What follows belongs to an exercise in optimizing a design on an open flow for small area, a short achievable clock period and few clock cycles per item; a production flow would make more cautious choices.
Function was checked by simulation only, so behaviour that the tests miss may differ from the original.
Power is estimated from default activity; no workload was simulated.

==> inputs of run M <==
Design vce, start of the top module:
module vce #(
    parameter ADDR_BITS = 16
) (
    input  wire                 clk,
    input  wire                 rst,         
    input  wire                 csr_en,
    input  wire                 csr_we,
    input  wire [7:0]           csr_addr,
    input  wire [63:0]          csr_wdata,
    output reg  [63:0]          csr_rdata,
    output reg                  mem_req,
    output reg                  mem_we,
    output reg  [ADDR_BITS-1:0] mem_addr,
    output reg  [7:0]           mem_wdata,
    input  wire                 mem_ready,
    input  wire [7:0]           mem_rdata,
    input  wire                 mem_err,
    output wire                 irq
);
==> flow/config.mk <==
export PLATFORM = sky130hd
export DESIGN_NAME = vce
export DESIGN_NICKNAME = vce
export VERILOG_FILES = /design/flow/design.v
export SDC_FILE = /design/flow/constraint.sdc
export NUM_CORES = 4
export LEC_CHECK = 0
export ABC_CLOCK_PERIOD_IN_PS = 6000
export CAP_MARGIN = 40
export CORE_MARGIN = 2
export CORE_UTILIZATION = 55
export PLACE_DENSITY = 0.7
export SLEW_MARGIN = 30
==> flow/constraint.sdc <==
create_clock -name core_clock -period 14.0 [get_ports {clk}]
set_input_delay 2.8000 -clock core_clock [delete_from_list [all_inputs] [get_ports {clk}]]
set_output_delay 2.8000 -clock core_clock [all_outputs]
set_load 0.01 [all_outputs]
standard.sh (not shown) runs the stock make flow with config.mk's settings and CLKGATE_MAP_FILE= SYNTH_SCRIPT=/design/flow/synth_recipe.tcl, a recipe that flattens the netlist after the stock synthesis.
==> flow/flow/run.sh <==
#!/bin/bash
# Standard layout, with two changes to how timing repair may work:
#  - ports are buffered with buf_2 (not the default delay-cell buffer), and
#  - repair may resize gates across footprints and aims for extra setup slack.
set -euo pipefail
export BUFFER_PORTS_ARGS="-buffer_cell sky130_fd_sc_hd__buf_2"
bash standard.sh MATCH_CELL_FOOTPRINT=0 SETUP_SLACK_MARGIN=7 finish > standard.log 2>&1
==> run Z: changes against run M <==
--- a/flow/flow/run.sh
+++ b/flow/flow/run.sh
@@ -6,2 +6,2 @@
 export BUFFER_PORTS_ARGS="-buffer_cell sky130_fd_sc_hd__buf_2"
-bash standard.sh MATCH_CELL_FOOTPRINT=0 SETUP_SLACK_MARGIN=7 finish > standard.log 2>&1
+bash standard.sh MATCH_CELL_FOOTPRINT=0 SETUP_SLACK_MARGIN=6.5 finish > standard.log 2>&1
--- a/flow/config.mk
+++ b/flow/config.mk
@@ -11,2 +11,4 @@
 export CORE_UTILIZATION = 55
+export CTS_CLUSTER_DIAMETER = 70
+export CTS_CLUSTER_SIZE = 25
 export PLACE_DENSITY = 0.7
==> run B: changes against run M <==
--- a/flow/flow/run.sh
+++ b/flow/flow/run.sh
@@ -6,2 +6,2 @@
 export BUFFER_PORTS_ARGS="-buffer_cell sky130_fd_sc_hd__buf_2"
-bash standard.sh MATCH_CELL_FOOTPRINT=0 SETUP_SLACK_MARGIN=7 finish > standard.log 2>&1
+bash standard.sh MATCH_CELL_FOOTPRINT=0 SETUP_SLACK_MARGIN=6 finish > standard.log 2>&1
--- a/flow/config.mk
+++ b/flow/config.mk
@@ -11,2 +11,4 @@
 export CORE_UTILIZATION = 55
+export CTS_CLUSTER_DIAMETER = 70
+export CTS_CLUSTER_SIZE = 25
 export PLACE_DENSITY = 0.7
==> summary of the runs <==
In critical path depth, run Z and run B do not differ.
Clock skew: run M < run Z < run B.
Combinational power, lowest first: run B, run Z, run M.
Sequential power is about the same in run M and run Z.
Fmax: run Z > run M > run B.
In sequential cell count, run Z and run B do not differ.
Testbench counts of run M, summed over its fixed seeds: cycles 118,654, items 10,572.
Testbench counts of run Z, summed over its fixed seeds: cycles 118,654, items 10,572.
Testbench counts of run B, summed over its fixed seeds: cycles 118,654, items 10,572.

==> trial 37 <==
vce again, from the RTL that the note above started with.
Settings: LEC_CHECK=0, ABC_CLOCK_PERIOD_IN_PS=6000, CAP_MARGIN=40, CORE_MARGIN=2, CORE_UTILIZATION=60, CTS_CLUSTER_DIAMETER=70, CTS_CLUSTER_SIZE=28, PLACE_DENSITY=0.74, SLEW_MARGIN=30; clock period 14.0 ns.
==> flow/flow/run.sh <==
#!/bin/bash
# Standard layout, with two changes to how timing repair may work:
#  - ports are buffered with buf_2 (not the default delay-cell buffer), and
#  - repair may resize gates across footprints and aims for extra setup slack.
set -euo pipefail
export BUFFER_PORTS_ARGS="-buffer_cell sky130_fd_sc_hd__buf_2"
bash standard.sh MATCH_CELL_FOOTPRINT=0 SETUP_SLACK_MARGIN=6.5 finish > standard.log 2>&1
==> build 40 (differences from trial 37) <==
==> flow/run.sh (new file) <==
#!/bin/bash
# synth_recipe.tcl (not shown) runs the flow's synth.tcl, then flattens the netlist and writes it again
# the make line also repeats each setting of config.mk as NAME=value (left out here)
make -C /OpenROAD-flow-scripts/flow DESIGN_CONFIG=/design/flow/config.mk WORK_HOME=/design/flow/orfs CLKGATE_MAP_FILE= SYNTH_SCRIPT=/design/flow/synth_recipe.tcl finish
--- a/flow/config.mk
+++ b/flow/config.mk
@@ -8,8 +8,7 @@
 export ABC_CLOCK_PERIOD_IN_PS = 6000
 export CAP_MARGIN = 40
 export CORE_MARGIN = 2
-export CORE_UTILIZATION = 60
-export CTS_CLUSTER_DIAMETER = 70
-export CTS_CLUSTER_SIZE = 28
-export PLACE_DENSITY = 0.74
+export CORE_UTILIZATION = 55
+export PLACE_DENSITY = 0.7
+export SETUP_SLACK_MARGIN = 5
 export SLEW_MARGIN = 30
removed: flow/flow/run.sh
removed: flow/standard.sh
==> build 16 (differences from trial 37) <==
==> flow/flow/run.sh (replaced) <==
#!/bin/bash
# Standard layout, with two changes to how timing repair may work:
#  - ports are buffered with buf_2 (not the default delay-cell buffer), and
#  - repair may resize gates across footprints and aims for extra setup slack.
set -euo pipefail
export BUFFER_PORTS_ARGS="-buffer_cell sky130_fd_sc_hd__buf_2"
bash standard.sh MATCH_CELL_FOOTPRINT=0 SETUP_SLACK_MARGIN=7 finish > standard.log 2>&1
--- a/flow/config.mk
+++ b/flow/config.mk
@@ -8,8 +8,8 @@
 export ABC_CLOCK_PERIOD_IN_PS = 6000
 export CAP_MARGIN = 40
 export CORE_MARGIN = 2
-export CORE_UTILIZATION = 60
+export CORE_UTILIZATION = 55
 export CTS_CLUSTER_DIAMETER = 70
-export CTS_CLUSTER_SIZE = 28
-export PLACE_DENSITY = 0.74
+export CTS_CLUSTER_SIZE = 25
+export PLACE_DENSITY = 0.7
 export SLEW_MARGIN = 30
==> flow_summary.json <==
{
  "outcome": "no timing/DRC/antenna violations",
  "final_cells": 4686,
  "dieWidth_um": 270,
  "sh_seq_area_pct": 44.7,
  "tightest_slew_ns": 0.945,
  "viasPerCell": 6.83,
  "fin_nets": 3921
}
That was build 40.
==> flow_summary.json <==
{
  "outcome": "no timing/DRC/antenna violations",
  "dieWidth_um": 258,
  "gp_congestion": 1.05,
  "tightest_slew_ns": 0.934,
  "final_cells": 4553,
  "sh_seq_area_pct": 46.3,
  "maxCapViolations": 0,
  "synth_xor_xnor_area_share_pct": 1.91,
  "viasPerCell": 7.07,
  "seq_power_mw": 2.29,
  "cts_made_buffers": 42,
  "worstSetupPathDepth": 8,
  "crit_required_ns": 11.20,
  "report.final.hold_viol_count": 0,
  "fp-row-count": 93
}
That was trial 37.
==> flow_summary.json <==
{
  "route.met3.wl_um": 14000,
  "sh_seq_area_pct": 44.2,
  "viasPerCell": 6.91,
  "tightest_slew_ns": 1.07,
  "top_layer_used": "met5",
  "htreeDepth": 2,
  "outcome": "no timing/DRC/antenna violations"
}
That was build 16.
Testbench counts of trial 37, summed over its fixed seeds: cycles 118,654, items 10,572.
Testbench counts of build 40, summed over its fixed seeds: cycles 118,654, items 10,572.
Testbench counts of build 16, summed over its fixed seeds: cycles 118,654, items 10,572.

static timing again, ports no longer ideal:
The flow's constraints put no driver on any port. The routed layouts listed below were extracted and timed again, unchanged, in two steps. Step 1 assumes that a clkbuf_16 drives the clock port and a buf_2 every other input. Step 2 adds t to the input delays and takes it off the output delays; t is the mean of the earliest and latest rising clock arrival at the registers after step 1. Input paths then give back, and output paths get back, about the clock's delay inside the block. Slacks: no drivers / after step 1 / after step 2; pairs: no drivers / after step 1.
run | t, ns | slack for setup (ns) | latest minus earliest clock arrival (ns) | worst register clock-pin slew, ns | worst slew at a driven data input, ns
run M | 0.703 | 6.481 / 6.424 / 6.424 | 0.031 / 0.032 | 0.07 / 0.07 | 0.12
run Z | 0.681 | 6.482 / 6.321 / 6.095 | 0.049 / 0.049 | 0.10 / 0.10 | 0.26
run B | 0.693 | 6.000 / 5.966 / 5.628 | 0.069 / 0.069 | 0.10 / 0.10 | 0.07
trial 37 | 0.679 | 6.453 / 6.408 / 6.089 | 0.034 / 0.034 | 0.11 / 0.11 | 0.12
build 40 | 0.712 | 4.839 / 4.797 / 4.797 | 0.044 / 0.043 | 0.07 / 0.07 | 0.08
build 16 | 0.688 | 6.438 / 6.353 / 6.353 | 0.044 / 0.043 | 0.10 / 0.10 | 0.11
After both steps setup and hold are still met in every run listed. The setup slack of run Z, which loses most, moves by -0.161 ns with the drivers and by -0.387 ns with both steps.
